Background: an optimization exercise with open tools, aiming at small area. Do not read the settings as production practice. The RTL was checked by simulation tests, not by an equivalence proof against the original design. The clock port is modelled as an ideal driver; clocking choices that lean on that would not hold on a real chip. Power and IR drop assume default switching activity.

==> flow/design.v <==
module slpe_tx #(
    parameter integer T_FIELD   = 100,   
    parameter integer T_BACKOFF = 50,    
    parameter integer MAX_RETRY = 240,   
    parameter integer REOPEN_EVERY = 6   
) (
    input  wire        clk,
    input  wire        rst,          
    input  wire        start,        
    input  wire [15:0] size,         
    output wire [15:0] mem_addr,     
    input  wire [7:0]  mem_data,     
    input  wire        rx_valid,     
    input  wire [7:0]  rx_data,
    output wire        tx_valid,     
    output reg  [7:0]  tx_data,
    output wire        busy,         
    output wire        done,         
    output wire        ok,           
    output reg  [7:0]  retries,      
    output wire        reopen        
);
    localparam [7:0] STX_B = 8'h02, ETX_B = 8'h03, ENQ_B = 8'h05,
                     ACK_B = 8'h06, NAK_B = 8'h15, EXT_B = 8'hFE;
    localparam [4:0] S_IDLE  = 5'b00000,    
                     S_ENDP  = 5'b00001,    
                     S_ENQ   = 5'b00010,    
                     S_ENQR  = 5'b00011,    
                     S_REENQ = 5'b00100,    
                     S_GAP   = 5'b00101,    
                     S_DCHK  = 5'b00110,    
                     S_ERROR = 5'b00111,
                     S_END   = 5'b01000,
                     S_RETRY = 5'b01001,
                     S_PNAK  = 5'b01010,    
                     S_BOR   = 5'b01011,    
                     S_ACK   = 5'b01100,    
                     S_ACK2  = 5'b01101,    
                     S_BON   = 5'b01110,    
                     S_ENQB  = 5'b11100,    
                     S_CS    = 5'b11101,    
                     S_NAKB  = 5'b11110,    
                     S_STX   = 5'b10000,
                     S_LEN   = 5'b10001,
                     S_HDR   = 5'b10010,    
                     S_E0    = 5'b10011,    
                     S_E1    = 5'b10100,
                     S_E2    = 5'b10101,
                     S_N0    = 5'b10110,    
                     S_N1    = 5'b10111,
                     S_N2    = 5'b11000,
                     S_N3    = 5'b11001,
                     S_DATA  = 5'b11010,
                     S_ETX   = 5'b11011;
    reg  [4:0]  state;
    reg  [15:0] size_r;       
    reg  [5:0]  cur;          
    reg  [15:0] addr;         
    reg  [7:0]  crc;
    reg  [2:0]  ph;           
    assign mem_addr = addr;
    wire        div   = (size_r > 16'd1030);
    wire        lge4  = |size_r[9:2];
    wire [6:0]  nfr   = {1'b0, size_r[15:10]} + {6'b0, lge4};    
    wire [6:0]  cur_inc = {1'b0, cur} + 7'd1;
    reg         last;         
    wire        last_n = ~div | (cur_inc == nfr);
    wire [10:0] esum  = {~div & size_r[10], size_r[9:0]} + (div ? 11'd9 : 11'd2);
    wire [10:0] ext   = (div & ~last) ? 11'd1036 :
                        {esum[10] | (div & ~lge4), esum[9:0]};
    wire        t_ans = addr[6] & addr[5] & addr[1] & addr[0];   
    wire        t_bo  = addr[5] & addr[4] & addr[0];             
    wire [15:0] addr_inc = addr + 16'd1;
    wire        a_end = last ? (addr_inc[10:0] == size_r[10:0]) : (addr[9:0] == 10'd2);
    wire [2:0]  ev = retries[1] + retries[3] + retries[5] + retries[7];
    wire [1:0]  od = retries[2] + retries[4] + retries[6];
    wire        m6 = ~retries[0] & (ev == od || ev == od + 3'd3 || od == 2'd3 && ev == 3'd0);
    assign tx_valid = state[4];
    assign busy     = (state[4:1] != 4'd0);
    assign done     = (state == S_ENDP);
    assign reopen   = (state == S_ENQR);
    assign ok       = (retries[7:4] != 4'hF) & (size_r[15:2] != 14'd0 || size_r[1:0] == 2'd3);
    always @(*) begin
        case (state)
        S_ENQB:  tx_data = ENQ_B;
        S_NAKB:  tx_data = NAK_B;
        S_CS:    tx_data = crc;
        S_STX:   tx_data = STX_B;
        S_LEN:   tx_data = (size_r > 16'd251) ? EXT_B : esum[7:0];
        S_HDR:   tx_data = mem_data | {6'b0, div & addr[1], div & addr[1] & last};
        S_E1:    tx_data = {5'b0, ext[10:8]};
        S_E2:    tx_data = ext[7:0];
        S_N1:    tx_data = {2'b0, cur};
        S_N3:    tx_data = {1'b0, nfr};
        S_ETX:   tx_data = ETX_B;
        S_E0, S_N0, S_N2: tx_data = 8'h00;
        default: tx_data = mem_data;
        endcase
    end
    reg  [7:0]  crc_next;
    integer     i;
    always @(*) begin
        crc_next = crc ^ tx_data;
        for (i = 0; i < 8; i = i + 1)
            crc_next = crc_next[7] ? ((crc_next << 1) ^ 8'h07) : (crc_next << 1);
    end
    always @(posedge clk) begin
        if (rst) begin
            state   <= S_IDLE;
            retries <= 8'h00;
        end else begin
            case (state)
            S_IDLE, S_ENDP: begin
                if (start) begin
                    retries <= 8'h00;
                    state   <= (size < 16'd3) ? S_ERROR : S_ENQ;
                end else
                    state <= S_IDLE;
            end
            S_ENQ, S_ENQR: state <= S_REENQ;
            S_REENQ: if (!rx_valid) state <= S_ENQB;
            S_ENQB, S_ACK: begin
                if (rx_valid) begin
                    if (rx_data == ACK_B)      state <= S_GAP;
                    else if (rx_data == NAK_B) state <= S_REENQ;
                    else if (rx_data == ENQ_B) state <= S_PNAK;
                    else                       state <= S_RETRY;
                end else if (t_ans)
                    state <= S_RETRY;
                else
                    state <= S_ACK;
            end
            S_GAP:  state <= S_STX;
            S_STX:  state <= S_LEN;
            S_LEN:  state <= S_HDR;
            S_HDR:  if (addr[1]) state <= div || size_r > 16'd251 ? S_E0 :
                                          a_end ? S_ETX : S_DATA;
            S_E0:   state <= S_E1;
            S_E1:   state <= S_E2;
            S_E2:   state <= div ? S_N0 : S_DATA;
            S_N0:   state <= S_N1;
            S_N1:   state <= S_N2;
            S_N2:   state <= S_N3;
            S_N3:   state <= S_DATA;
            S_DATA: if (a_end) state <= S_ETX;
            S_ETX:  state <= S_CS;
            S_CS, S_ACK2: begin
                if (rx_valid)
                    state <= (rx_data == ACK_B) ? S_DCHK : S_RETRY;
                else if (t_ans)
                    state <= S_RETRY;
                else
                    state <= S_ACK2;
            end
            S_RETRY: begin
                retries <= retries + 8'd1;
                state   <= (retries == MAX_RETRY[7:0] - 8'd1) ? S_ERROR : S_BOR;
            end
            S_PNAK: state <= S_NAKB;
            S_NAKB, S_BON: state <= t_bo ? S_ENQ : S_BON;
            S_BOR:  state <= !t_bo ? S_BOR :
                             (ph == 3'd0) ? S_ENQR : S_ENQ;
            S_DCHK: state <= last ? S_END : S_REENQ;
            S_ERROR: state <= S_END;
            S_END:  state <= S_ENDP;
            default: state <= S_IDLE;
            endcase
        end
    end
    always @(posedge clk) begin
        if (!busy) begin
            size_r <= size;
            cur    <= 6'd0;
            ph     <= 3'd0;
        end else if (state == S_DCHK)
            cur <= cur_inc[5:0];
        else if (state == S_RETRY)
            ph <= (ph == 3'd5) ? 3'd0 : ph + 3'd1;
        case (state)
        S_E0, S_E1, S_E2, S_N0, S_N1, S_N2, S_N3:
            addr <= {cur, 10'd3};
        S_ENQB, S_ACK, S_CS, S_ACK2, S_NAKB, S_BON, S_BOR, S_HDR, S_DATA:
            addr <= addr + 16'd1;
        default:
            addr <= 16'h0;
        endcase
        crc <= (state == S_STX) ? 8'h00 : crc_next;
        if (!state[4])
            last <= last_n;
    end
endmodule
==> flow/flow/run.sh <==
#!/bin/bash
# Layout flow: the standard flow (standard.sh) with these changes:
#  1. synthesis maps logic with area-oriented ABC scripts (abc_area_s*.script,
#     differing only in the random seed of &deepsyn) and keeps the smallest
#     result (abc_proc.tcl); the synthesis script is otherwise the standard flow's own
#     (synth_recipe.tcl);
#  2. every port gets the smallest buffer (buf_1) instead of clkdlybuf4s50_1;
#  3. clock tree synthesis uses clkbuf_4 and inserts no dummy loads;
#  4. after global routing, cells on paths with slack to spare are downsized.
set -euo pipefail
here=$(pwd)
{ cat "$here/flow/abc_proc.tcl"; cat "$here/synth_recipe.tcl"; } > "$here/flow_synth.tcl"
sed -e "s#SYNTH_SCRIPT=[^ ]*#SYNTH_SCRIPT=$here/flow_synth.tcl#" "$here/standard.sh" > "$here/flow_standard.sh"
export FLOW_ABC_SCRIPTS="$(ls "$here"/flow/abc_area_s*.script | tr '\n' ' ')"
export BUFFER_PORTS_ARGS="-buffer_cell sky130_fd_sc_hd__buf_1"
export CTS_ARGS="-sink_clustering_enable -repair_clock_nets -dont_use_dummy_load -buf_list sky130_fd_sc_hd__clkbuf_4 -root_buf sky130_fd_sc_hd__clkbuf_4"
export RECOVER_POWER=100
bash "$here/flow_standard.sh" > "$here/flow_standard.log" 2>&1
==> flow/flow/abc_area_s2.script <==
strash
&get -n
&fraig -x
&put
scorr
dc2
strash
&get -n
&deepsyn -T 60 -S 2
&dch -f
&nf -R 1000
&put
topo
dnsize
==> flow/flow/abc_proc.tcl <==
# Map logic with area-oriented ABC scripts instead of ORFS's speed script:
# run each script of FLOW_ABC_SCRIPTS on the same netlist and keep the
# result with the smallest cell area. Every other step of the standard flow's synthesis
# is left as it is.
proc abc {args} {
  set j [lsearch $args -D]
  if {$j >= 0} { set args [lreplace $args $j [expr {$j + 1}]] }
  set lib [lindex $args [expr {[lsearch $args -liberty] + 1}]]
  yosys design -save flow_pre_abc
  set best ""
  foreach script $::env(FLOW_ABC_SCRIPTS) {
    yosys design -load flow_pre_abc
    set i [lsearch $args -script]
    yosys abc {*}[lreplace $args $i [expr {$i + 1}] -script $script]
    set s [tee -q -s result.string stat -liberty $lib]
    regexp {Chip area for module [^:]*: ([0-9.]+)} $s -> area
    puts "FLOW_ABC $script area $area"
    if {$best eq "" || $area < $best} {
      set best $area
      yosys design -save flow_best_abc
    }
  }
  yosys design -load flow_best_abc
  puts "FLOW_ABC best area $best"
}
==> flow/standard.sh <==
#!/bin/bash
# synth_recipe.tcl (not shown) runs the flow's synth.tcl, then flattens the netlist and writes it again
# the make line also repeats each setting of config.mk as NAME=value (left out here)
make -C /OpenROAD-flow-scripts/flow DESIGN_CONFIG=/design/flow/config.mk WORK_HOME=/design/flow/orfs CLKGATE_MAP_FILE= SYNTH_SCRIPT=/design/flow/synth_recipe.tcl "${@:-finish}"
==> flow/config.mk <==
export PLATFORM = sky130hd
export DESIGN_NAME = slpe_tx
export DESIGN_NICKNAME = slpe_tx
export VERILOG_FILES = /design/flow/design.v
export SDC_FILE = /design/flow/constraint.sdc
export NUM_CORES = 4
export LEC_CHECK = 0
export CAP_MARGIN = 20
export CORE_MARGIN = 2
export CORE_UTILIZATION = 80
export SLEW_MARGIN = 20
==> flow/constraint.sdc <==
create_clock -name core_clock -period 5.0 [get_ports {clk}]
set_input_delay 1.0000 -clock core_clock [delete_from_list [all_inputs] [get_ports {clk}]]
set_output_delay 1.0000 -clock core_clock [all_outputs]
set_load 0.01 [all_outputs]
==> results of run 1 <==
-- Yosys cell counts, types with 3 or more instances --
library cell  count
o21ai_0          27
a21oi_1          31
a22oi_1           5
xor2_1           24
nand2_1          37
nor3_1           24
a211oi_1          7
a31o_1            3
and3_1           19
or2_0             5
o22ai_1           5
a31oi_1          11
nand3_1          15
nor4_1            8
a41oi_1           4
o31ai_1           4
and2_0            7
edfxtp_1         17
a221o_1           3
dfxtp_1          46
ha_1              8
nor2b_1           4
xnor2_1          23
clkinv_1         10
nor2_1           58
nand4_1           5
-- logic make-up after synthesis --
family | count (synthesis) | share of synthesized area (%)
compound gates | 121 | 21.1
simple gates | 192 | 25.0
mux | 1 | 0.269
fa+ha+maj | 9 | 3.22
xor+xnor | 47 | 11.0
buf+inv | 10 | 1.01
flops | 63 | 38.4
==> out/results.txt, run 1 <==
Cell Area, Synth: 0.00373 sq mm
# IOs: 73
status: stopped before the end
synth top area cells: dfxtp_1 25%, edfxtp_1 14%, nor2_1 5.8%
unique cell type count in the Yosys netlist: 51
Synth top area share: 24.7%
tool error: [ERROR GPL-0301] Utilization 102.967 % exceeds 100%.
Synth area leader: dfxtp_1
Async SR Flop Fraction: 0%
Yosys reg bits: 63
Avg Synthesized Cell Area: 8.41 sq um
Initial Utilization: 84.4%
Port Buffers: 72
Top FF cell, synth: dfxtp_1
Ys Warns: 1
sequential share of the synthesized area: 38.4%
Post-synth EDFFs: 17
die height: 72.2 microns
Mapped Cells: 443
Rows: 24
Die Width: 72.2 microns
Last stage: 3_3_place_gp
Net Count, Synth: 488
==> inputs of run 2 (changes only) <==
--- a/flow/config.mk
+++ b/flow/config.mk
@@ -7,5 +7,5 @@
 export LEC_CHECK = 0
 export CAP_MARGIN = 20
 export CORE_MARGIN = 2
-export CORE_UTILIZATION = 80
+export CORE_UTILIZATION = 72
 export SLEW_MARGIN = 20
==> run 2 against run 1 <==
The run now finishes clean. Synthesized cell count is the same. Area after synthesis is the same.
==> out/results.txt, run 2 <==
depth of the worst hold-timing path: 2
Slew headroom: 20.2%
# IOs: 73
CTS tree: yes
antenna violations before repair: 0
P_leak: 1.47 nW
Worst Path Buf+Inv: 2
total CTS buffers: 9
CP Launch Type: flop
Setup TNS Final: 0 ps
Yosys reg bits: 63
H-Tree Depth: 3
DR DRC count: 0
Synth-to-Final Area Change: 13.4%
Slew Limit Fails: 0
Worst VDD drop: 0.581 mV
critical path launch point: size_r[4]$_DFFE_PN_
Synth area leader: dfxtp_1
CP Cell Sequence: nor3_1 > nand3_1 > a311o_1 > o21ai_0 > inv_2 > ha_1 > fa_1 > nand3_1 > o21ai_0 > and2_0 > and3_1 > a21oi_1 > o31a_1 > o21ai_0 > buf_1
Cell Pwr Density: 535 mW/mm^2
WL final: 11400 microns
Die ar.: 0.00577 sq mm
Max Freq: 0.208 GHz
vias per inst: 6.76
Async SR Flop Fraction: 0%
delay of the slowest cell on the worst path: 500 ps
final worst path period need: 4800 ps
first-pass GRT wire length: 18100 microns
Final Skew: 34.9 ps
Rows: 26
Post-synth EDFFs: 17
CP most frequent cell: o21ai_0
critical path endpoint: tx_data[2]
Ys Warns: 1
Setup crit end kind: primary output
WS Path Type: reg -> out
Avg Synthesized Cell Area: 8.41 sq um
Wirelength per Cell: 18.9 microns
final setup violating endpoints: 0
Cell Area, Synth: 0.00373 sq mm
clock sink count: 63
DR vias: 4089
commonest cells after routing, fill and taps aside: 72 x buf_1, 58 x nor2_1, 46 x dfxtp_1
die height: 75.9 microns
Levels on crit path: 15
Worst EP required: 4000 ps
hold_buf cts: 0
maxcap violations: 0
status: timing/DRC/antenna clean
synth top area cells: dfxtp_1 25%, edfxtp_1 14%, nor2_1 5.8%
ANT nets after route: 0
share of layout cells above drive strength 1: 3.55%
CP max stage cell: edfxtp_1
final hold slack: 550 ps
core area: 0.00504 sq mm
Worst Reg2Reg Path Length in Cells: 18
top cells by count, synth: 58 x nor2_1, 46 x dfxtp_1, 37 x nand2_1
global route total overflow: 0
clock buffer depth: 2
Worst-Skew Late Latency: 430 ps
Cell Count, Final, Fillers Out: 605
R2R Path Start: size_r[4]$_DFFE_PN_
r2r setup slk: 490 ps
worst r2r dst: crc[2]$_SDFF_PP0_
Mapped Cells: 443
largest net degree at the start of global routing: 24
total track usage: 39.8%
Net Count, Synth: 488
gpl congestion: 1.05
Layout Nets: 582
Port Buffers: 72
Initial Utilization: 73.9%
leading cell type in the layout, fill and taps excluded: buf_1
crit-path max FO: 5
Die Width: 75.9 microns
Iteration-0 DRC Markers: 667
most frequent cell after synthesis: nor2_1
Top FF cell, synth: dfxtp_1
Reg clk slew, reported paths: 120 ps
placed cells: 590
type of the worst min-delay path: reg -> reg
DRT Pass-1 Iters: 8
RSZ-0062 raised after global routing: no
Diodes inserted: 0
Synth top area share: 24.7%
worst slew pin tran: 1200 ps
Fin. Hold Viols: 0
Arrival @ worst endpoint: 3800 ps
delay-heaviest family, CP: compound AO/OA/AOI/OAI gates
Filler Cell Count: 325
vias in the first global route: 3785
Largest regs: addr: 16 flops, size_r: 16 flops
Final HPWL DP: 8580 microns
sequential share of the synthesized area: 38.4%
Power Total: 2.26 mW
Final period util: 96.0%
clk root buf: clkbuf_4
unique cell type count in the Yosys netlist: 51
run 2: cell counts after synthesis:
Identical to the previous run, type by type.
run 2: cell families after synthesis:
kind of cell / count (synthesis) / share of synthesized area (%)
mux: 1 / 0.269
flops: 63 / 38.4
fa+ha+maj: 9 / 3.22
buf+inv: 10 / 1.01
compound gates: 121 / 21.1
xor+xnor: 47 / 11.0
simple gates: 192 / 25.0
run 2: worst reg2reg max path, stage by stage (launching register included):
cell	delay, ps
edfxtp_1	500
nor3_1	260
nand3_1	120
a311o_1	350
o21ai_0	130
buf_4	220
ha_1	240
a21o_1	190
a21oi_1	180
nor2_1	110
nand3_1	100
nor2_1	60
o311ai_0	560
xor2_1	330
xor2_1	330
xnor2_1	210
xor2_1	250
xor2_1	170
nor2_1	50
run 2: stage by stage:
stage	cell area, sq um	utilization, %	worst slack, ps
after floorplan	3730	-	650
after global placement	4120	81.7	765
after detailed placement	4130	81.8	647
after CTS	4190	83.2	175
after global routing	4230	83.8	48.8
final	4230	83.8	200
run 2: worst min-delay path by stage:
stage | slack (ps) | from | end
6_report | 550 | cur[1]$_SDFFE_PN0P_ | addr[11]$_DFF_P_
5_1_grt | 580 | cur[1]$_SDFFE_PN0P_ | addr[11]$_DFF_P_
4_1_cts | 540 | cur[5]$_SDFFE_PN0P_ | cur[5]$_SDFFE_PN0P_
3_5_place_dp | 530 | cur[5]$_SDFFE_PN0P_ | cur[5]$_SDFFE_PN0P_
3_3_place_gp | 500 | retries[0]$_SDFFE_PP0P_ | retries[0]$_SDFFE_PP0P_
2_1_floorplan | 470 | cur[1]$_SDFFE_PN0P_ | addr[11]$_DFF_P_
run 2: layout make-up:
type                       count  area, sq um  share of cell area, %
clock buffer                   9         67.6                   1.60
inverter                      10         37.5                  0.888
multi-input combinational    370         2260                   53.4
sequential                    63         1430                   33.9
tap                           70         87.6                   2.07
timing repair buffer          83          345                   8.17
run 2: layer usage:
layer | part of all wire, % | global-route usage, % | routed length (microns)
met5 | 0 | 0 | 0
met4 | 4.2 | 15.3 | 477
met3 | 12 | 12.1 | 1430
met2 | 47 | 66.3 | 5370
met1 | 36 | 48.8 | 4150
run 2: where the power goes:
| part | switching (mW) | internal (mW) |
|---|---|---|
| Sequential | 0.231 | 0.699 |
| Clock | 0.160 | 0.0834 |
| Combinational | 0.658 | 0.430 |
run 2: timing repair:
action,4_1_cts,5_1_grt
endpoints found under the setup margin,0,2
buffers inserted,0,6
resized for setup,0,1
==> inputs of run 3 (changes only) <==
--- a/flow/config.mk
+++ b/flow/config.mk
@@ -7,5 +7,5 @@
 export LEC_CHECK = 0
 export CAP_MARGIN = 20
 export CORE_MARGIN = 2
-export CORE_UTILIZATION = 72
+export CORE_UTILIZATION = 58
 export SLEW_MARGIN = 20
==> run 3 against run 2 <==
Still clean on timing, DRC and antenna. Global-route usage shrank 9.2 points. Area after synthesis did not move. Critical path depth unchanged. Highest routed layer unchanged.
==> out/results.txt, run 3 <==
die height: 84.2 microns
Filler Cell Count: 599
Slew headroom: 22.9%
Layout Nets: 578
Port Buffers: 72
clock sink count: 63
Reg power frac: 41.7%
Iteration-0 DRC Markers: 433
H-Tree Depth: 3
unique cell type count in the Yosys netlist: 51
Top FF cell, synth: dfxtp_1
CP Launch Type: flop
total track usage: 30.6%
simple-gate share of the synthesized area: 25.0%
multiplexer area fraction after synthesis: 0.269%
DR top layer: met4
DR DRC count: 0
Worst VDD drop: 0.501 mV
largest net degree at the start of global routing: 24
Fin. Hold Viols: 0
final setup violating endpoints: 0
Largest regs: addr: 16 flops, size_r: 16 flops
Final HPWL DP: 8220 microns
clk root buf: clkbuf_4
first-pass GRT wire length: 17100 microns
core area: 0.00628 sq mm
Mapped Cells: 443
Cell Area, Synth: 0.00373 sq mm
Ys Warns: 1
Post-Synth Adder-Cell Area: 3.22%
top cells by count, synth: 58 x nor2_1, 46 x dfxtp_1, 37 x nand2_1
CTS tree: yes
hold_buf cts: 0
Async SR Flop Fraction: 0%
clock buffer depth: 2
Reg clk slew, reported paths: 100 ps
Die ar.: 0.00708 sq mm
Synth area leader: dfxtp_1
Synth top area share: 24.7%
WL final: 10500 microns
met2 wire length: 4750 microns
critical path launch point: size_r[5]$_DFFE_PN_
Slew Limit Fails: 0
final worst path period need: 4730 ps
antenna violations before repair: 0
post_cts resized: 0
multi-input logic area: 0.00226 sq mm
Worst-Skew Late Latency: 410 ps
Avg Synthesized Cell Area: 8.41 sq um
P_leak: 1.45 nW
maxcap violations: 0
DRT Pass-1 Iters: 6
most frequent cell after synthesis: nor2_1
Clk pwr share: 10.9%
Wirelength per Cell: 17.3 microns
synth top area cells: dfxtp_1 25%, edfxtp_1 14%, nor2_1 5.8%
Int Power: 1.19 mW
Power Total: 2.19 mW
Setup crit end kind: primary output
NetSw: 1.01 mW
commonest cells after routing, fill and taps aside: 72 x buf_1, 58 x nor2_1, 46 x dfxtp_1
Setup Buffers After CTS: 0
total CTS buffers: 9
Final Skew: 20.0 ps
Worst Reg2Reg Path Length in Cells: 18
r2r setup slk: 740 ps
Synth Area in Compound Gates: 21.1%
Max Freq: 0.212 GHz
ANT nets after route: 0
Cell Pwr Density: 522 mW/mm^2
Synth-to-Final Area Change: 12.8%
Worst EP required: 4000 ps
Post-Synth XOR/XNOR Area: 11.0%
crit-path max FO: 6
Diodes inserted: 0
leading cell type in the layout, fill and taps excluded: buf_1
R2R Path Start: size_r[5]$_DFFE_PN_
Initial Utilization: 59.4%
Yosys reg bits: 63
DR vias: 3818
largest family of logic cells by synthesized area: simple AND/OR/NAND/NOR gates
M1 WL: 4510 microns
status: timing/DRC/antenna clean
vias in the first global route: 3407
sequential share of the synthesized area: 38.4%
Sw Ratio: 45.9%
global route total overflow: 0
Rows: 29
Arrival @ worst endpoint: 3730 ps
type of the worst min-delay path: reg -> reg
WL met3: 904 microns
vias per inst: 6.28
share of layout cells above drive strength 1: 2.64%
Post-synth EDFFs: 17
Final period util: 94.5%
Setup TNS Final: 0 ps
Die Width: 84.2 microns
RSZ-0062 raised after global routing: no
worst r2r dst: crc[2]$_SDFF_PP0_
combinational power share: 47.3%
worst slew pin tran: 1160 ps
Net Count, Synth: 488
gpl congestion: 0.934
WS Path Type: reg -> out
FF+latch area: 0.00143 sq mm
# IOs: 73
critical path endpoint: tx_data[2]
==> run 3: final cells by class <==
type	instances	area share (%)
inverter	10	0.893
multi-input combinational	370	53.7
timing repair buffer	79	7.42
clock buffer	9	1.61
tap	77	2.29
sequential	63	34.1
==> run 3: kinds of logic after synthesis <==
logic type | after synthesis
mux | 1
xor+xnor | 47
compound gates | 121
buf+inv | 10
simple gates | 192
fa+ha+maj | 9
flops | 63
==> run 3: routing by layer <==
metal | vias up | global-route usage, %
li1 | 1844 | -
met1 | 1746 | 41.5
met2 | 191 | 47.3
met3 | 37 | 7.08
met4 | 0 | 12.9
met5 | - | 0
==> run 3: through the flow <==
step,std cells,setup WS [ps],hold slack (ps),cell area [sq um],util (%)
after global routing,608,86.3,564,4200,66.9
final,608,273,532,4200,66.9
after global placement,599,682,505,4150,66.0
after CTS,608,175,535,4210,67.1
after detailed placement,599,648,518,4150,66.0
after floorplan,443,650,473,3730,-
==> run 3: critical path: stages, from the launching register on <==
cell      delay [ps]
edfxtp_1         490
nor2_1           180
nand3_1          110
a311o_1          350
o21ai_0          130
inv_2            110
ha_1             230
fa_1             420
nand3_1          100
o21ai_0          130
and2_0           220
and3_1           210
a21oi_1          170
o31a_1           140
o21ai_0          150
buf_1            170
==> run 3: power groups by stage <==
stage                     Sequential (mW)  Combinational, mW  Clock [mW]
final                               0.915               1.04       0.240
after global routing                0.940               1.14       0.263
after CTS                           0.904               1.04       0.244
after detailed placement            0.915               1.03           0
after global placement              0.914               1.01           0
after floorplan                     0.860              0.769           0
==> run 3: how the worst min path moves through the flow <==
| stage | start | to | slack [ps] | depth (start not counted) |
|---|---|---|---|---|
| after floorplan | cur[1]$_SDFFE_PN0P_ | addr[11]$_DFF_P_ | 470 | 2 |
| after global placement | retries[0]$_SDFFE_PP0P_ | retries[0]$_SDFFE_PP0P_ | 500 | 2 |
| after detailed placement | cur[1]$_SDFFE_PN0P_ | addr[11]$_DFF_P_ | 520 | 2 |
| after CTS | retries[0]$_SDFFE_PP0P_ | retries[0]$_SDFFE_PP0P_ | 530 | 2 |
| after global routing | retries[0]$_SDFFE_PP0P_ | retries[0]$_SDFFE_PP0P_ | 560 | 2 |
| final | retries[0]$_SDFFE_PP0P_ | retries[0]$_SDFFE_PP0P_ | 530 | 2 |
==> inputs of run 4 (changes only) <==
--- a/flow/flow/run.sh
+++ b/flow/flow/run.sh
@@ -1,7 +1,7 @@
 #!/bin/bash
 # Layout flow: the standard flow (standard.sh) with these changes:
 #  1. synthesis maps logic with area-oriented ABC scripts (abc_area_s*.script,
-#     differing only in the random seed of &deepsyn) and keeps the smallest
+#     differing only in the seed and time limit of &deepsyn) and keeps the smallest
 #     result (abc_proc.tcl); the synthesis script is otherwise the standard flow's own
 #     (synth_recipe.tcl);
 #  2. every port gets the smallest buffer (buf_1) instead of clkdlybuf4s50_1;
==> flow/flow/abc_area_s0.script (new file) <==
strash
&get -n
&fraig -x
&put
scorr
dc2
strash
&get -n
&deepsyn -T 60 -S 0
&dch -f
&nf -R 1000
&put
topo
dnsize
==> flow/flow/abc_area_s0_t120.script (new file) <==
strash
&get -n
&fraig -x
&put
scorr
dc2
strash
&get -n
&deepsyn -T 120 -S 0
&dch -f
&nf -R 1000
&put
topo
dnsize
==> flow/flow/abc_area_s0_t90.script (new file) <==
strash
&get -n
&fraig -x
&put
scorr
dc2
strash
&get -n
&deepsyn -T 90 -S 0
&dch -f
&nf -R 1000
&put
topo
dnsize
==> flow/flow/abc_area_s1.script (new file) <==
strash
&get -n
&fraig -x
&put
scorr
dc2
strash
&get -n
&deepsyn -T 60 -S 1
&dch -f
&nf -R 1000
&put
topo
dnsize
==> flow/flow/abc_area_s3.script (new file) <==
strash
&get -n
&fraig -x
&put
scorr
dc2
strash
&get -n
&deepsyn -T 60 -S 3
&dch -f
&nf -R 1000
&put
topo
dnsize
==> flow/flow/abc_area_s4.script (new file) <==
strash
&get -n
&fraig -x
&put
scorr
dc2
strash
&get -n
&deepsyn -T 60 -S 4
&dch -f
&nf -R 1000
&put
topo
dnsize
==> flow/flow/abc_area_s5.script (new file) <==
strash
&get -n
&fraig -x
&put
scorr
dc2
strash
&get -n
&deepsyn -T 60 -S 5
&dch -f
&nf -R 1000
&put
topo
dnsize
==> flow/flow/abc_area_s6.script (new file) <==
strash
&get -n
&fraig -x
&put
scorr
dc2
strash
&get -n
&deepsyn -T 60 -S 6
&dch -f
&nf -R 1000
&put
topo
dnsize
==> flow/flow/abc_area_s7.script (new file) <==
strash
&get -n
&fraig -x
&put
scorr
dc2
strash
&get -n
&deepsyn -T 60 -S 7
&dch -f
&nf -R 1000
&put
topo
dnsize
--- a/flow/config.mk
+++ b/flow/config.mk
@@ -7,5 +7,5 @@
 export LEC_CHECK = 0
 export CAP_MARGIN = 20
 export CORE_MARGIN = 2
-export CORE_UTILIZATION = 58
+export CORE_UTILIZATION = 65
 export SLEW_MARGIN = 20
==> run 4 against run 3 <==
Setup slack got worse by 37 ps. Clock skew rose by 24 ps. Clock power rose by 2%. Still clean on timing, DRC and antenna. Via count rose by 1.5%.
==> out/results.txt, run 4 <==
type of the worst min-delay path: reg -> reg
Setup TNS Final: 0 ps
unique cell type count in the Yosys netlist: 52
Worst VDD drop: 0.428 mV
hold_buf cts: 0
Final HPWL DP: 8030 microns
final setup violating endpoints: 0
sequential share of the synthesized area: 38.7%
status: timing/DRC/antenna clean
antenna violations before repair: 0
global route total overflow: 0
Slew headroom: 17.0%
Final Util: 76.3%
placed cells: 588
Synth-to-Final Area Change: 13.6%
Slew Limit Fails: 0
Cell Count, Final, Fillers Out: 600
delay-heaviest family, CP: simple AND/OR/NAND/NOR gates
Synth area leader: dfxtp_1
Wirelength per Cell: 17.7 microns
Worst Path Buf+Inv: 2
Worst EP required: 4000 ps
Die Width: 79.4 microns
Setup crit end kind: primary output
delay of the slowest cell on the worst path: 530 ps
DR DRC count: 0
clock sink count: 63
WS Path Type: reg -> out
crit-path max FO: 6
Cell Area, Synth: 0.00370 sq mm
commonest cells after routing, fill and taps aside: 72 x buf_1, 62 x nor2_1, 47 x nand2_1
total track usage: 33.9%
Int Power: 978 uW
share of layout cells above drive strength 1: 3.41%
vias per inst: 6.46
WL final: 10600 microns
CP max stage cell: edfxtp_1
maxcap violations: 0
Reg clk slew, reported paths: 120 ps
leading cell type in the layout, fill and taps excluded: buf_1
Fin. Hold Viols: 0
Net Count, Synth: 486
NetSw: 651 uW
ANT nets after route: 0
Iteration-0 DRC Markers: 444
worst slew pin tran: 1240 ps
Diodes inserted: 0
DRT Pass-1 Iters: 7
Max Freq: 0.210 GHz
DR vias: 3877
Placed Area: 0.00409 sq mm
Avg Synthesized Cell Area: 8.39 sq um
Post-synth EDFFs: 17
Arrival @ worst endpoint: 3760 ps
top cells by count, synth: 62 x nor2_1, 47 x nand2_1, 46 x dfxtp_1
Largest regs: addr: 16 flops, size_r: 16 flops
CP Cell Sequence: nor4_4 > nand2_1 > a31o_1 > a21oi_2 > clkinv_1 > ha_1 > fa_1 > nand3_1 > nand2_1 > nand2_1 > nor2_1 > o311ai_2 > nor2_1 > nor2_1 > buf_1
clock buffer depth: 2
Top FF cell, synth: dfxtp_1
Initial Utilization: 67.2%
largest net degree at the start of global routing: 22
final hold slack: 532 ps
P_leak: 1.43 nW
# IOs: 73
CP Launch Type: flop
synth top area cells: dfxtp_1 25%, edfxtp_1 14%, nor2_1 6.3%
gpl congestion: 0.936
CTS tree: yes
vias in the first global route: 3478
Synth top area share: 24.9%
Place WS: 433 ps
Async SR Flop Fraction: 0%
combinational power share: 38.7%
Die ar.: 0.00631 sq mm
H-Tree Depth: 3
Worst-Skew Late Latency: 430 ps
core area: 0.00551 sq mm
Ys Warns: 1
most frequent cell after synthesis: nor2_1
Final Skew: 44.1 ps
Sw Ratio: 40.0%
clk root buf: clkbuf_4
die height: 79.4 microns
Clk pwr share: 15.0%
Cell Pwr Density: 388 mW/mm^2
total CTS buffers: 9
setup ws final: 237 ps
final worst path period need: 4760 ps
design area: 0.00420 sq mm
Layout Nets: 575
Reg power frac: 46.3%
Final period util: 95.3%
Mapped Cells: 441
first-pass GRT wire length: 16500 microns
Rows: 27
Port Buffers: 72
Yosys reg bits: 63
Power Total: 1.63 mW
-- run 4: final timing paths --
kind                       startpoint                end  slack (ps)  depth (start not counted)
setup / recovery  size_r[5]$_DFFE_PN_         tx_data[6]         240                         15
hold / removal    cur[1]$_SDFFE_PN0P_   addr[11]$_DFF_P_         530                          2
setup reg to reg  size_r[5]$_DFFE_PN_  crc[2]$_SDFF_PP0_         650                         20
hold reg to reg   cur[1]$_SDFFE_PN0P_   addr[11]$_DFF_P_         530                          2
-- run 4: what timing repair did --
item,in CTS,in global routing
buffers inserted,0,3
resized for setup,2,6
pin swaps,0,0
endpoints found under the setup margin,2,4
hold endpoints to repair,0,0
-- run 4: power by group through the flow --
| stage | Sequential [mW] | Combinational (mW) | Clock, mW |
|---|---|---|---|
| after floorplan | 0.719 | 0.473 | 0 |
| after global placement | 0.749 | 0.587 | 0 |
| after detailed placement | 0.753 | 0.607 | 0 |
| after CTS | 0.742 | 0.612 | 0.245 |
| after global routing | 0.765 | 0.700 | 0.267 |
| final | 0.754 | 0.631 | 0.245 |
-- run 4: per-layer routing --
metal	part of all wire (%)	wire length (microns)	GRT usage, %
met5	0	0	0
met2	48	5090	55.0
met1	41	4310	44.6
met3	8.5	905	6.00
met4	2.9	309	14.3
-- run 4: cell type report --
cell class              instances  area, sq um
clock buffers                   9         67.6
well taps                      72         90.1
inverters                      13         48.8
multi-input cells             365         2250
repair buffers                 78          312
flip-flops and latches         63         1430
fillers                       433         1300
-- run 4: kinds of logic (layout without fill, tap and decap cells) --
kind of cell             Yosys count  after routing  synth area share [%]
AND/OR/NAND/NOR                  195            195                  24.9
AO/OA/AOI/OAI                    109            109                  19.5
flip-flops                        63             63                  38.7
XOR/XNOR                          50             50                  11.8
buffers and inverters             13            100                  1.32
adder cells (fa/ha/maj)            9              9                  3.25
multiplexers                       2              2                 0.575
-- run 4: worst register-to-register path: cells and delay by family, from the launching register on --
kind	cells	cell delay (ps)
adder cells (fa/ha/maj)	2	640
flip-flops	1	530
buffers and inverters	1	140
AND/OR/NAND/NOR	9	1170
AO/OA/AOI/OAI	4	850
XOR/XNOR	4	860
==> inputs of run 5 (changes only) <==
--- a/flow/design.v
+++ b/flow/design.v
@@ -72,9 +72,6 @@
     wire        t_bo  = addr[5] & addr[4] & addr[0];             
     wire [15:0] addr_inc = addr + 16'd1;
     wire        a_end = last ? (addr_inc[10:0] == size_r[10:0]) : (addr[9:0] == 10'd2);
-    wire [2:0]  ev = retries[1] + retries[3] + retries[5] + retries[7];
-    wire [1:0]  od = retries[2] + retries[4] + retries[6];
-    wire        m6 = ~retries[0] & (ev == od || ev == od + 3'd3 || od == 2'd3 && ev == 3'd0);
     assign tx_valid = state[4];
     assign busy     = (state[4:1] != 4'd0);
     assign done     = (state == S_ENDP);
--- a/flow/flow/run.sh
+++ b/flow/flow/run.sh
@@ -5,7 +5,7 @@
 #     result (abc_proc.tcl); the synthesis script is otherwise the standard flow's own
 #     (synth_recipe.tcl);
 #  2. every port gets the smallest buffer (buf_1) instead of clkdlybuf4s50_1;
-#  3. clock tree synthesis uses clkbuf_4 and inserts no dummy loads;
+#  3. clock tree synthesis uses clkbuf_8 and inserts no dummy loads;
 #  4. after global routing, cells on paths with slack to spare are downsized.
 set -euo pipefail
 here=$(pwd)
@@ -13,6 +13,6 @@
 sed -e "s#SYNTH_SCRIPT=[^ ]*#SYNTH_SCRIPT=$here/flow_synth.tcl#" "$here/standard.sh" > "$here/flow_standard.sh"
 export FLOW_ABC_SCRIPTS="$(ls "$here"/flow/abc_area_s*.script | tr '\n' ' ')"
 export BUFFER_PORTS_ARGS="-buffer_cell sky130_fd_sc_hd__buf_1"
-export CTS_ARGS="-sink_clustering_enable -repair_clock_nets -dont_use_dummy_load -buf_list sky130_fd_sc_hd__clkbuf_4 -root_buf sky130_fd_sc_hd__clkbuf_4"
+export CTS_ARGS="-sink_clustering_enable -repair_clock_nets -dont_use_dummy_load -buf_list sky130_fd_sc_hd__clkbuf_8 -root_buf sky130_fd_sc_hd__clkbuf_8"
 export RECOVER_POWER=100
 bash "$here/flow_standard.sh" > "$here/flow_standard.log" 2>&1
==> run 5 against run 4 <==
Flip-flop and latch count did not move. Area after synthesis rose by 0.30%. Cell count shrank 0.50%. Clock-buffer cell count unchanged. Die area rose by 0.29%. Wire length shrank 5.1%. Setup slack got worse by 37 ps. Fmax down 0.76%. Combinational power increased by 85%. Largest power group is now combinational cells. Highest routed layer unchanged.
==> out/results.txt, run 5 <==
Synth-to-Final Area Change: 14.4%
Reg clk slew, reported paths: 80 ps
r2r setup slk: 500 ps
R2R Path Start: size_r[8]$_DFFE_PN_
CTS tree: yes
Diodes inserted: 0
DR vias: 3836
CP Launch Type: flop
# IOs: 73
Worst EP required: 4000 ps
vias per inst: 6.43
RSZ-0062 raised after global routing: no
Post-synth EDFFs: 17
Setup crit end kind: primary output
Synth area leader: dfxtp_1
Final Skew: 29.2 ps
global route total overflow: 0
Cell Pwr Density: 578 mW/mm^2
H-Tree Depth: 3
clk root buf: clkbuf_8
final worst path period need: 4800 ps
antenna violations before repair: 0
worst slew pin tran: 1070 ps
worst r2r dst: crc[2]$_SDFF_PP0_
unique cell type count in the Yosys netlist: 50
Slew headroom: 28.5%
status: timing/DRC/antenna clean
Largest regs: addr: 16 flops, size_r: 16 flops
Rows: 27
Avg Synthesized Cell Area: 8.47 sq um
ANT nets after route: 0
met2 wire length: 4700 microns
Setup TNS Final: 0 ps
DR DRC count: 0
Arrival @ worst endpoint: 3800 ps
commonest cells after routing, fill and taps aside: 72 x buf_1, 53 x nor2_1, 47 x nand2_1
crit-path max FO: 7
sequential share of the synthesized area: 38.6%
Die Width: 79.6 microns
critical path endpoint: tx_data[2]
synth top area cells: dfxtp_1 25%, edfxtp_1 14%, xnor2_1 6.1%
total track usage: 33.8%
Slew Limit Fails: 0
Worst Reg2Reg Path Length in Cells: 20
Die ar.: 0.00633 sq mm
maxcap violations: 0
DR top layer: met4
clock buffer depth: 2
Fin. Hold Viols: 0
final setup violating endpoints: 0
WL final: 10100 microns
Layout Nets: 572
Top FF cell, synth: dfxtp_1
share of layout cells above drive strength 1: 2.86%
Iteration-0 DRC Markers: 411
core area: 0.00551 sq mm
P_leak: 1.42 nW
worst hold start: ph[1]$_SDFFE_PN0P_
total CTS buffers: 9
WS Path Type: reg -> out
die height: 79.6 microns
most frequent cell after synthesis: nor2_1
Cell Count, Final, Fillers Out: 597
Async SR Flop Fraction: 0%
Final HPWL DP: 7710 microns
vias in the first global route: 3485
Yosys reg bits: 63
Port Buffers: 72
Ys Warns: 1
Net Count, Synth: 483
Wirelength per Cell: 16.9 microns
leading cell type in the layout, fill and taps excluded: buf_1
critical path launch point: size_r[8]$_DFFE_PN_
Max Freq: 0.208 GHz
placed cells: 587
Worst-Skew Late Latency: 360 ps
gpl congestion: 0.917
M1 WL: 4190 microns
clock sink count: 63
largest net degree at the start of global routing: 24
WL met3: 776 microns
first-pass GRT wire length: 16400 microns
Synth top area share: 24.8%
Worst VDD drop: 0.457 mV
Cell Area, Synth: 0.00371 sq mm
type of the worst min-delay path: reg -> reg
top cells by count, synth: 53 x nor2_1, 47 x nand2_1, 46 x dfxtp_1
DRT Pass-1 Iters: 5
Final period util: 96.0%
Mapped Cells: 438
Initial Utilization: 67.4%
[run 5: cell types whose count changed after synthesis, moves of 4 or more]
cell      previous run  this run
a211oi_1             4         8
and2_0               4         9
nand4_1             12         7
nor2_1              62        53
nor3_1              21        17
[run 5: worst min-delay path by stage]
stage / slack (ps) / to / depth (start not counted)
after global routing: 510 / ph[2]$_SDFFE_PN0P_ / 1
after global placement: 480 / ph[2]$_SDFFE_PN0P_ / 1
after CTS: 510 / ph[2]$_SDFFE_PN0P_ / 1
final: 510 / ph[2]$_SDFFE_PN0P_ / 1
after detailed placement: 510 / ph[2]$_SDFFE_PN0P_ / 1
after floorplan: 470 / addr[11]$_DFF_P_ / 2
[run 5: cell type report]
| cell class | count | area [sq um] |
|---|---|---|
| multi-input combinational | 361 | 2240 |
| sequential | 63 | 1430 |
| fill | 428 | 1260 |
| timing repair buffer | 78 | 308 |
| clock buffer | 9 | 124 |
| tap | 72 | 90.1 |
| inverter | 14 | 52.6 |
[run 5: where the power goes]
part | switching, mW | internal (mW) | total (mW)
combinational | 0.698 | 0.476 | 1.17
clock | 0.174 | 0.159 | 0.333
sequential | 0.232 | 0.716 | 0.948
total | 1.10 | 1.35 | 2.46
[run 5: critical path: stages (launching register included)]
cell	delay [ps]
edfxtp_1	500
nor4_1	270
nand2_1	110
a311o_1	340
nand2_1	90
clkinv_1	100
ha_1	230
fa_1	420
a21oi_1	150
o21ai_0	100
and2_0	190
nor2b_1	160
and3_1	210
a22oi_1	270
o31ai_2	140
buf_1	150
[run 5: cells by family (layout without fill, tap and decap cells)]
kind of cell,count (synthesis),after routing,share of synthesized area (%)
xor gates and xnor gates,48,48,11.3
buffers and inverters,14,101,1.42
muxes,3,3,0.843
AOI/OAI and AO/OA,111,111,20.0
adders and majority gates,9,9,3.24
DFF,63,63,38.6
and+or+nand+nor,190,190,24.6
[run 5: routing by layer]
| metal | vias to the layer above | GRT usage (%) |
|---|---|---|
| met2 | 192 | 54.8 |
| met4 | 0 | 18.4 |
| met1 | 1794 | 43.4 |
| li1 | 1816 | - |
| met3 | 34 | 4.75 |
| met5 | - | 0 |
[run 5: repair_timing]
action	in CTS	in global routing
endpoints found under the setup margin	1	4
hold endpoints to repair	0	0
buffers inserted	0	1
resized for setup	1	3
hold buffers	0	0
pin swaps	0	0
[run 5: per-stage QoR]
stage | setup WS [ps] | power [mW] | util [%] | hold slack [ps] | cell area (sq um)
6_report | 200 | 2.46 | 77.1 | 512 | 4250
2_1_floorplan | 402 | 1.77 | - | 472 | 3710
3_5_place_dp | 376 | 2.10 | 74.7 | 511 | 4120
4_1_cts | 132 | 2.43 | 77.0 | 506 | 4240
5_1_grt | 3.10 | 2.62 | 77.1 | 513 | 4250
3_3_place_gp | 485 | 2.05 | 74.7 | 483 | 4120
==> inputs of run 6 (changes only) <==
==> flow/flow/run.sh (replaced) <==
#!/bin/bash
# Layout flow: the standard flow (standard.sh) with these changes:
#  1. synthesis maps logic with area-oriented ABC scripts (abc_area_s*.script,
#     differing only in the seed and time limit of &deepsyn) and keeps the smallest
#     result (abc_proc.tcl); the synthesis script is otherwise the standard flow's own
#     (synth_recipe.tcl);
#  2. every port gets the smallest buffer (buf_1) instead of clkdlybuf4s50_1;
#  3. clock tree synthesis uses clkbuf_4 and inserts no dummy loads;
#  5. after global routing, cells on paths with slack to spare are downsized.
set -euo pipefail
here=$(pwd)
{ cat "$here/flow/abc_proc.tcl"; cat "$here/synth_recipe.tcl"; } > "$here/flow_synth.tcl"
sed -e "s#SYNTH_SCRIPT=[^ ]*#SYNTH_SCRIPT=$here/flow_synth.tcl#" "$here/standard.sh" > "$here/flow_standard.sh"
export FLOW_ABC_SCRIPTS="$(ls "$here"/flow/abc_area_s*.script | tr '\n' ' ')"
export BUFFER_PORTS_ARGS="-buffer_cell sky130_fd_sc_hd__buf_1"
export CTS_ARGS="-sink_clustering_enable -repair_clock_nets -dont_use_dummy_load -buf_list sky130_fd_sc_hd__clkbuf_4 -root_buf sky130_fd_sc_hd__clkbuf_4"
export RECOVER_POWER=100
export POST_CTS_TCL="$here/flow/post_cts.tcl"
bash "$here/flow_standard.sh" > "$here/flow_standard.log" 2>&1
==> flow/flow/post_cts.tcl (new file) <==
# POST_CTS hook: a clock buffer whose sinks see a slew near the flip-flop
# limit is replaced by the next larger clock buffer, then placement is
# legalised again.
proc flow_fix_clock_slew {} {
  estimate_parasitics -placement
  set limit 0.105
  set fixed {}
  foreach pin [get_pins -hierarchical */CLK] {
    set s [get_property $pin slew_max]
    if {$s > $limit} {
      set net [get_nets -of_objects $pin]
      foreach drv [get_pins -of_objects $net -filter "direction==output"] {
        set inst [get_cells -of_objects $drv]
        set name [get_full_name $inst]
        if {[lsearch $fixed $name] < 0} { lappend fixed $name }
      }
    }
  }
  foreach name $fixed {
    set cell [get_property [get_cells $name] ref_name]
    set bigger [string map {clkbuf_4 clkbuf_8 clkbuf_2 clkbuf_4 clkbuf_1 clkbuf_2} $cell]
    if {$bigger ne $cell} {
      replace_cell $name $bigger
      puts "FLOW_CTS: $name $cell -> $bigger"
    }
  }
  if {[llength $fixed] > 0} { detailed_placement }
  estimate_parasitics -placement
}
flow_fix_clock_slew
==> run 6 against run 5 <==
Still clean. Cell count grew 0.34%. Flip-flop and latch count unchanged. First-iteration DRC count shrank 20%. Via count is 0.42% lower. Final area fell by 0.44%. Core utilization down 0.34 points. Area after synthesis unchanged. Setup slack got worse by 40 ps. Hold slack gained 14 ps.
==> out/results.txt, run 6 <==
Worst EP required: 4000 ps
CP Launch Type: flop
worst slew pin tran: 1090 ps
Slew headroom: 27.6%
grt peak-use layer: met2
crit-path max FO: 4
depth of the worst hold-timing path: 2
Cell Pwr Density: 569 mW/mm^2
DR vias: 3820
Die Width: 79.6 microns
vias in the first global route: 3488
Top FF cell, synth: dfxtp_1
Reg clk slew, reported paths: 100 ps
unique cell type count in the Yosys netlist: 50
Async SR Flop Fraction: 0%
share of layout cells above drive strength 1: 3.80%
Ys Warns: 1
Max Freq: 0.207 GHz
vias per inst: 6.38
Fin. Hold Viols: 0
sequential share of the synthesized area: 38.6%
core area: 0.00551 sq mm
Mapped Cells: 438
Net Count, Synth: 483
global route total overflow: 0
RSZ-0062 raised after global routing: yes
P_leak: 1.41 nW
GR Layer Usage met3: 5.66%
antenna violations before repair: 0
WS Path Type: reg -> out
DRT Pass-1 Iters: 6
first-pass GRT wire length: 16400 microns
total track usage: 33.4%
critical path launch point: size_r[5]$_DFFE_PN_
M1 GR Usage: 43.1%
die height: 79.6 microns
Place WS: 376 ps
Final HPWL DP: 7710 microns
most frequent cell after synthesis: nor2_1
gpl congestion: 0.917
Final period util: 96.8%
setup ws final: 161 ps
Synth area leader: dfxtp_1
Post-synth EDFFs: 17
commonest cells after routing, fill and taps aside: 72 x buf_1, 53 x nor2_1, 47 x nand2_1
leading cell type in the layout, fill and taps excluded: buf_1
Avg Synthesized Cell Area: 8.47 sq um
Layout Nets: 574
final worst path period need: 4840 ps
placed cells: 587
Synth-to-Final Area Change: 13.9%
Cell Area, Synth: 0.00371 sq mm
Port Buffers: 72
# IOs: 73
status: timing/DRC/antenna clean
r2r setup slk: 480 ps
Die ar.: 0.00633 sq mm
final hold slack: 525 ps
final setup violating endpoints: 0
WL final: 10100 microns
maxcap violations: 0
Synth top area share: 24.8%
worst r2r dst: crc[2]$_SDFF_PP0_
clock sink count: 63
Worst VDD drop: 0.444 mV
synth top area cells: dfxtp_1 25%, edfxtp_1 14%, xnor2_1 6.1%
Cell Count, Final, Fillers Out: 599
Rows: 27
CTS tree: yes
Worst-Skew Late Latency: 400 ps
worst hold start: retries[0]$_SDFFE_PP0P_
largest net degree at the start of global routing: 24
Worst Reg2Reg Path Length in Cells: 20
R2R Path Start: size_r[5]$_DFFE_PN_
Largest regs: addr: 16 flops, size_r: 16 flops
ANT nets after route: 0
Final Skew: 28.4 ps
Initial Utilization: 67.4%
DR DRC count: 0
Diodes inserted: 0
Filler Cell Count: 424
type of the worst min-delay path: reg -> reg
Yosys reg bits: 63
Iteration-0 DRC Markers: 327
top cells by count, synth: 53 x nor2_1, 47 x nand2_1, 46 x dfxtp_1
Wirelength per Cell: 16.9 microns
Setup crit end kind: primary output
GR Util met2: 54.7%
Arrival @ worst endpoint: 3840 ps
Slew Limit Fails: 0
Min-Delay Endpoint: retries[0]$_SDFFE_PP0P_
run 6: area by class of cell:
cell class              instances  area, sq um  area share, %
inverters                      14         52.6           1.24
flip-flops and latches         63         1430           33.9
clock buffers                   9         73.8           1.75
repair buffers                 80          323           7.64
well taps                      72         90.1           2.13
multi-input cells             361         2260           53.4
run 6: cell families after synthesis:
group                      after synthesis  synth area share, %
and+or+nand+nor                        190                 24.6
AOI/OAI and AO/OA                      111                 20.0
DFF                                     63                 38.6
xor gates and xnor gates                48                 11.3
buffers and inverters                   14                 1.42
adders and majority gates                9                 3.24
muxes                                    3                0.843
run 6: worst max path at each step:
stage / slack [ps] / endpoint
2_1_floorplan: 400 / tx_data[0]
3_3_place_gp: 480 / tx_data[0]
3_5_place_dp: 380 / tx_data[0]
5_1_grt: -40 / tx_data[0]
6_report: 160 / tx_data[4]
run 6: per-layer routing:
layer	vias to the layer above	part of all wire, %
met4	0	3.2
met5	-	0
met2	179	47
li1	1816	-
met1	1794	41
met3	31	8.3
run 6: critical path: stages (launching register included):
cell and delay (ps):
edfxtp_1 480, nor4_2 310, nand2_1 100, a311o_1 340
nand2_1 90, clkinv_1 100, ha_1 230, fa_1 420
a21oi_1 150, o21ai_0 100, and2_0 190, nor3_1 360
a2111oi_1 120, a21oi_1 240, buf_1 180
run 6: where the power goes:
group,switching [mW],total [mW],internal (mW)
combinational,0.715,1.20,0.489
sequential,0.231,0.945,0.714
clock,0.163,0.255,0.0920
run 6: through the flow:
stage | instance area (sq um) | setup TNS (ps) | utilization, % | power [mW]
5_1_grt | 4230 | -101 | 76.8 | 2.57
6_report | 4230 | 0 | 76.8 | 2.40
3_5_place_dp | 4120 | 0 | 74.7 | 2.10
3_3_place_gp | 4120 | 0 | 74.7 | 2.05
2_1_floorplan | 3710 | 0 | - | 1.77

[port drivers added, routing unchanged]
Ports are ideal in the flow. The routed layouts listed here were re-timed in OpenROAD.
Step 1: set_driving_cell puts a clkbuf_16 on clk and a buf_2 on each other input, an assumption about the parent block.
Step 2 also shifts input and output timing later by t, the mid clock arrival at the registers, as if the neighbouring blocks saw the same clock.
a / b / c = no drivers / after step 1 / after step 2; a / b = the first two.
run | t, ns | setup slack, ns | slew at the worst register clock pin (ns) | worst slew at a driven data input, ns
run 2 | 0.436 | 0.200 / 0.174 / 0.489 | 0.12 / 0.12 | 0.04
run 3 | 0.423 | 0.273 / 0.246 / 0.669 | 0.10 / 0.10 | 0.03
run 4 | 0.433 | 0.237 / 0.208 / 0.642 | 0.12 / 0.12 | 0.04
run 5 | 0.377 | 0.200 / 0.168 / 0.498 | 0.08 / 0.08 | 0.03
run 6 | 0.417 | 0.161 / 0.134 / 0.482 | 0.10 / 0.10 | 0.03
After both steps setup and hold are still met in every run listed.
